What follows belongs to an exercise in optimizing a design on an open flow for small area, a short achievable clock period and few clock cycles per item; a production flow would make more cautious choices.
At most, simulation tests tie the RTL to the original design; equivalence was not proved.
Power figures rest on the tool's default switching activity, not on a simulated workload.

## wip/sierra
// conv3x3
module conv3x3 (
    input  wire         clk,
    input  wire         rst,
    input  wire         cfg_we,
    input  wire [3:0]   cfg_addr,
    input  wire [31:0]  cfg_wdata,
    input  wire         in_valid,
    output wire         in_ready,
    input  wire [143:0] in_pix,
    input  wire [8:0]   in_mask,
    output wire         out_valid,
    input  wire         out_ready,
    output wire [15:0]  out_pix
);
    localparam SW = 52;      
    localparam DM = 35;      
    localparam QW = 34;      
    localparam K_TOT = 2'd0;
    localparam K_WS  = 2'd1;
    localparam K_PIX = 2'd2;
    localparam D_IDLE = 2'd0;
    localparam D_ITER = 2'd1;
    localparam D_FIN  = 2'd2;
    reg [31:0] wt [0:8];
    reg [31:0] divisor;
    reg [31:0] threshold;
    reg        div_auto;
    reg        dyn_div;
    reg        lane16;
    integer n;
    always @(posedge clk) begin
        if (cfg_we) begin
            case (cfg_addr)
                4'd9:    divisor   <= cfg_wdata;
                4'd10:   threshold <= cfg_wdata;
                4'd11:   begin
                             div_auto <= cfg_wdata[0];
                             dyn_div  <= cfg_wdata[1];
                             lane16   <= cfg_wdata[2];
                         end
                default: begin
                             for (n = 0; n < 9; n = n + 1)
                                 if (cfg_addr == n) wt[n] <= cfg_wdata;
                         end
            endcase
        end
    end
    reg        active;        
    reg [1:0]  ph;            
    reg [3:0]  jj;            
    reg        cd_ok;         
    reg        in_ready_r;
    reg        dig_v;
    reg [1:0]  dig_kind;
    reg        dig_first;
    reg        dig_last;
    reg        dig_usew;
    reg [8:0]  d_one, d_two, d_neg;
    reg          acc_done;
    reg [1:0]    acc_kind;
    reg          acc_usew;
    reg [SW-1:0] acc_s, acc_c;
    reg          s2_v, s2_wait;
    reg [50:0]   s2_n;      
    reg          s2_sneg;
    reg [DM-1:0] s2_d;
    reg          s2_dneg;
    reg [DM-1:0] cd_r;
    reg          cd_neg;
    reg [15:0]   out_r;
    reg          out_v;
    wire [3:0] jtop      = lane16 ? 4'd8 : 4'd4;
    wire       need_wsum = dyn_div & ~&in_mask;
    wire prep;
    wire acc_pix  = acc_done & (acc_kind == K_PIX);
    wire s2_free  = (~s2_v & ~s2_wait) | prep;
  ...
For scale: ~6,100 cells after synthesis, ~880 flip-flops, roughly 63,000 sq um of cells after synthesis.
Settings: LEC_CHECK=0, CAP_MARGIN=20, CORE_MARGIN=2, CORE_UTILIZATION=60, SLEW_MARGIN=20; clock period 12.5 ns.
standard.sh (not shown) runs the stock make flow with config.mk's settings and CLKGATE_MAP_FILE= SYNTH_SCRIPT=/design/flow/synth_recipe.tcl, a recipe that flattens the netlist after the stock synthesis.
==> flow/flow/run.sh <==
#!/bin/bash
# The standard layout (standard.sh, unchanged synthesis), with two changes in how it
# is made: timing repair aims for 8 ns of extra setup slack, so the resizer keeps
# improving paths past the 12.5 ns constraint, and clock tree synthesis clusters more
# sinks per leaf buffer and inserts no dummy loads. Each tool's output is in standard.log.
set -o pipefail
bash standard.sh SETUP_SLACK_MARGIN=8 \
  "CTS_ARGS=-sink_clustering_enable -repair_clock_nets -sink_clustering_size 25 -sink_clustering_max_diameter 90 -dont_use_dummy_load" \
  finish > standard.log 2>&1
--- input diff wip/sierra..wip/delta ---
--- a/flow/design.v
+++ b/flow/design.v
@@ -117,43 +117,42 @@
                 end
                 default: active_n = 1'b0;
             endcase
         end
     end
     wire [287:0] wflat = {wt[8], wt[7], wt[6], wt[5], wt[4], wt[3], wt[2], wt[1], wt[0]};
     wire [SW-1:0] as4 = dig_first ? {SW{1'b0}} : {acc_s[SW-3:0], 2'b00};
     wire [SW-1:0] ac4 = dig_first ? {SW{1'b0}} : {acc_c[SW-3:0], 2'b00};
     wire [SW-1:0] ra, rb;
     c3_mac u_mac (.one(d_one), .two(d_two), .neg(d_neg), .w(wflat), .as(as4), .ac(ac4), .ra(ra), .rb(rb));
     wire [SW-1:0] racc    = acc_s + acc_c;
     wire [SW-1:0] rm1     = acc_s + acc_c + {SW{1'b1}};
-    wire          acc_neg = racc[SW-1];
-    wire [SW-1:0] acc_abs = acc_neg ? ~rm1 : racc;
     wire          tot_div = (acc_kind == K_TOT) && !div_auto;
-    wire [31:0]   dabs    = divisor[31] ? (~divisor + 1'b1) : divisor;
-    wire          abs_neg = tot_div ? divisor[31] : acc_neg;
-    wire [DM-1:0] abs_mag = tot_div ? {3'd0, dabs} : acc_abs[DM-1:0];
+    wire [SW-1:0] dsx     = {{(SW-32){divisor[31]}}, divisor};
+    wire          abs_neg = tot_div ? divisor[31] : racc[SW-1];
+    wire [SW-1:0] abs_out = tot_div ? (divisor[31] ? (~dsx + 1'b1) : dsx) :
+                            (racc[SW-1] ? ~rm1 : racc);
     wire          abs_zero = tot_div ? ~|divisor : ~|racc;
-    wire [DM-1:0] abs_d   = {abs_mag[DM-1:1], abs_mag[0] | abs_zero};
+    wire [DM-1:0] abs_d   = abs_zero ? {{(DM-1){1'b0}}, 1'b1} : abs_out[DM-1:0];
     wire [31:0] T = threshold;
     wire t_small8  = (T[31:10] == 22'd0) | ((&T[31:10]) & (T[9:8] != 2'b00));
     wire t_small16 = (T[31:18] == 14'd0) | ((&T[31:18]) & (T[17:16] != 2'b00));
     reg  [1:0] msel;       
     always @(posedge clk) msel <= lane16 ? (t_small16 ? 2'd1 : 2'd2) : (t_small8 ? 2'd0 : 2'd2);
     reg [50:0] nrot;
     always @(*) begin
         case (msel)
-            2'd0:    nrot = {acc_abs[9:0],  acc_abs[50:10]};
-            2'd1:    nrot = {acc_abs[17:0], acc_abs[50:18]};
-            default: nrot = {acc_abs[33:0], acc_abs[50:34]};
+            2'd0:    nrot = {abs_out[9:0],  abs_out[50:10]};
+            2'd1:    nrot = {abs_out[17:0], abs_out[50:18]};
+            default: nrot = {abs_out[33:0], abs_out[50:34]};
         endcase
     end
     reg [40:0]   nhi;     
     reg [QW-1:0] nlo;     
     reg [5:0]    kit;     
     always @(*) begin
         case (msel)
             2'd0:    begin nhi = {6'd0, s2_n[40:0]};   nlo = {s2_n[50:17] & {{10{1'b1}}, 24'd0}}; kit = 6'd8;  end
             2'd1:    begin nhi = {8'd0, s2_n[32:0]};   nlo = {s2_n[50:17] & {{18{1'b1}}, 16'd0}}; kit = 6'd16; end
             default: begin nhi = {24'd0, s2_n[16:0]};  nlo = s2_n[50:17];                          kit = 6'd32; end
         endcase
     end
@@ -282,25 +281,25 @@
             dig_last  <= (cur_ph != K_PIX) || (cur_j == 4'd0);
             dig_usew  <= need_wsum;
         end
         if (csa_go) begin
             acc_s    <= ra;
             acc_c    <= rb;
             acc_usew <= dig_usew;
         end
         if (cpa_go) begin
             case (acc_kind)
                 K_PIX: begin
                     s2_n    <= nrot;
-                    s2_sneg <= acc_neg;
+                    s2_sneg <= abs_neg;
                     if (!acc_usew) begin
                         s2_d    <= cd_r;
                         s2_dneg <= cd_neg;
                     end
                 end
                 K_WS: begin
                     s2_d    <= abs_d;
                     s2_dneg <= abs_neg;
                 end
                 default: begin
                     cd_r   <= abs_d;
                     cd_neg <= abs_neg;
--- outcome ---
- Via total after detailed routing improves in wip/delta relative to wip/sierra.
- | post-CTS resize count | higher: wip/sierra |
- Going from wip/sierra to wip/delta, signed area change from the synthesized netlist to the final layout now sits lower; parity-gate share of the synthesized area counting xor and xnor cells now sits higher; final-layout worst hold slack now sits lower.
- Compared to wip/sierra, wip/delta has share of cell area taken by multi-input logic gates 1.1 points lower.
- Looking at fraction of layout cells with a size suffix above 1 across wip/sierra and wip/delta, the one that comes out higher is wip/sierra.
- What wip/delta reported for leakage dissipation has to be multiplied by 1.07 to get the figure for wip/sierra.
- Relative to wip/sierra, the total of plain and repair buffers excluding clock buffers measured on wip/delta has decreased by more than a quarter.
- Where wire length is concerned, wip/sierra is outperformed by wip/delta.
- wip/delta reports a lower global-route usage over all layers than wip/sierra does.
- Compared wip/delta vs wip/sierra, and post-layout minimum cycle time is down in wip/delta.
Testbench counts of wip/delta, summed over its fixed seeds: cycles 32,911, items 4,096.
For wip/sierra, only the layout was checked, not whether the RTL still works.

Another version of the RTL of conv3x3 (not shown whole).
Size in the first run: roughly 5,900 cells after synthesis, about 920 flip-flops, about 63,000 um2 of cells after synthesis.
==> flow/config.mk <==
export PLATFORM = sky130hd
export DESIGN_NAME = conv3x3
export DESIGN_NICKNAME = conv3x3
export VERILOG_FILES = /design/flow/design.v
export SDC_FILE = /design/flow/constraint.sdc
export NUM_CORES = 4
export LEC_CHECK = 0
export CAP_MARGIN = 20
export CORE_MARGIN = 2
export CORE_UTILIZATION = 60
export SLEW_MARGIN = 20
==> flow/constraint.sdc <==
create_clock -name core_clock -period 12.5 [get_ports {clk}]
set_input_delay 2.5000 -clock core_clock [delete_from_list [all_inputs] [get_ports {clk}]]
set_output_delay 2.5000 -clock core_clock [all_outputs]
set_load 0.01 [all_outputs]
Scripts as last shown in full above: flow/flow/run.sh
The first run finished with timing, DRC and antenna clean.
Testbench counts at the start, summed over its fixed seeds: cycles 30,821, items 4,096.
Change:
--- a/flow/design.v
+++ b/flow/design.v
@@ -128,41 +128,41 @@
         case (dig_am)
             2'd0:    begin as4 = {SW{1'b0}};                  ac4 = {SW{1'b0}}; end
             2'd1:    begin as4 = {acc_s[SW-3:0], 2'b00};       ac4 = {acc_c[SW-3:0], 2'b00}; end
             2'd2:    begin as4 = {acc_s[SW-2:0], 1'b0};        ac4 = {acc_c[SW-2:0], 1'b0}; end
             default: begin as4 = {{(SW-37){tot_r[35]}}, tot_r, 1'b0}; ac4 = {SW{1'b0}}; end
         endcase
     end
     wire [SW-1:0] ra, rb;
     c3_mac u_mac (.one(d_one), .two(d_two), .neg(d_neg), .w(wflat), .as(as4), .ac(ac4), .ra(ra), .rb(rb));
     wire [SW-1:0] racc    = acc_s + acc_c;
     wire [SW-1:0] rm1     = acc_s + acc_c + {SW{1'b1}};
-    wire          acc_neg = racc[SW-1];
-    wire [SW-1:0] acc_abs = acc_neg ? ~rm1 : racc;
     wire          tot_div = (acc_kind == K_TOT) && !div_auto;
-    wire [31:0]   dabs    = divisor[31] ? (~divisor + 1'b1) : divisor;
-    wire          abs_neg = tot_div ? divisor[31] : acc_neg;
-    wire [DM-1:0] abs_mag = tot_div ? {3'd0, dabs} : acc_abs[DM-1:0];
-    wire          abs_zero = tot_div ? ~|divisor : ~|racc;
-    wire [DM-1:0] abs_d   = {abs_mag[DM-1:1], abs_mag[0] | abs_zero};
+    wire [SW-1:0] dsx     = {{(SW-32){divisor[31]}}, divisor};
+    wire          abs_neg = tot_div ? divisor[31] : racc[SW-1];
+    wire [SW-1:0] abs_out = tot_div ? (divisor[31] ? (~dsx + 1'b1) : dsx) :
+                            (racc[SW-1] ? ~rm1 : racc);
+    wire          acc_zero = &(~((acc_s ^ acc_c) ^ {(acc_s[SW-2:0] | acc_c[SW-2:0]), 1'b0}));
+    wire          abs_zero = tot_div ? ~|divisor : acc_zero;
+    wire [DM-1:0] abs_d   = {abs_out[DM-1:1], abs_out[0] | abs_zero};
     wire [31:0] T = threshold;
     wire t_small8  = (T[31:9] == 23'd0)  | (&T[31:8]);
     wire t_small16 = (T[31:17] == 15'd0) | (&T[31:16]);
     reg  [1:0] msel;       
     always @(posedge clk) msel <= lane16 ? (t_small16 ? 2'd1 : 2'd2) : (t_small8 ? 2'd0 : 2'd2);
     reg [50:0] nrot;
     always @(*) begin
         case (msel)
-            2'd0:    nrot = {acc_abs[8:0],  acc_abs[50:9]};
-            2'd1:    nrot = {acc_abs[16:0], acc_abs[50:17]};
-            default: nrot = {acc_abs[33:0], acc_abs[50:34]};
+            2'd0:    nrot = {abs_out[8:0],  abs_out[50:9]};
+            2'd1:    nrot = {abs_out[16:0], abs_out[50:17]};
+            default: nrot = {abs_out[33:0], abs_out[50:34]};
         endcase
     end
     reg [41:0]   nhi;     
     reg [QW-1:0] nlo;     
     reg [5:0]    kit;     
     always @(*) begin
         case (msel)
             2'd0:    begin nhi = s2_n[41:0];           nlo = s2_n[50:17] & {{9{1'b1}}, 25'd0};  kit = 6'd7;  end
             2'd1:    begin nhi = {8'd0, s2_n[33:0]};   nlo = s2_n[50:17] & {{17{1'b1}}, 17'd0}; kit = 6'd15; end
             default: begin nhi = {25'd0, s2_n[16:0]};  nlo = s2_n[50:17];                         kit = 6'd32; end
         endcase
@@ -293,23 +293,23 @@
             dig_last  <= (cur_ph != K_PIX) || (cur_j == 4'd0);
             dig_usew  <= need_wsum;
         end
         if (csa_go) begin
             acc_s    <= ra;
             acc_c    <= rb;
         end
         if (cpa_go) begin
             case (acc_kind)
                 K_PIX: begin
                     s2_n    <= nrot;
-                    s2_sneg <= acc_neg;
+                    s2_sneg <= abs_neg;
                     if (!acc_usew) begin
                         s2_d    <= cd_r;
                         s2_dneg <= cd_neg;
                     end
                 end
                 K_WS: begin
                     if (acc_usew) begin
                         s2_d    <= abs_d;
                         s2_dneg <= abs_neg;
                     end
                 end
Effect: Power decreases by 1.5%. First-iteration DRC count increases by about 13%. Cell area increases by 1.8%. Worst setup slack got worse by 260 ps. Sequential share of layout area decreases by 0.65 points.
Function not checked in the second run of this note: the RTL went through the layout flow alone.

## what the ideal ports hide
No port has a modelled driver above. Below, the same layouts with a new extraction and two added sets of constraints. Step 1 sets driving cells, clkbuf_16 on the clock port and buf_2 on the other inputs (assumed; they add their load-dependent delay and slew). Step 2, shift: input delay + t, output delay - t, t = (earliest + latest rising clock arrival at the registers) / 2. This alone moves slack from input paths to output paths. a / b / c = ideal ports / drivers / drivers and shift; a / b = the first two.
run	shift t [ns]	setup WS [ns]	worst hold slack (ns)	slew at the worst register clock pin (ns)	pins driven straight from the clock port
wip/sierra	0.724	7.626 / 7.626 / 7.359	0.440 / 0.440 / 0.440	0.11 / 0.11	1
wip/delta	0.706	7.928 / 7.928 / 7.439	0.436 / 0.436 / 0.436	0.10 / 0.10	1
the first run of note 2	0.742	7.754 / 7.754 / 7.338	0.467 / 0.467 / 0.467	0.11 / 0.11	1
the second run of note 2	0.722	7.496 / 7.496 / 7.383	0.471 / 0.471 / 0.471	0.11 / 0.11	1
After both steps setup and hold are still met in every run listed. The setup slack of wip/delta, which loses most, moves by 0.000 ns with the drivers and by -0.489 ns with both steps.
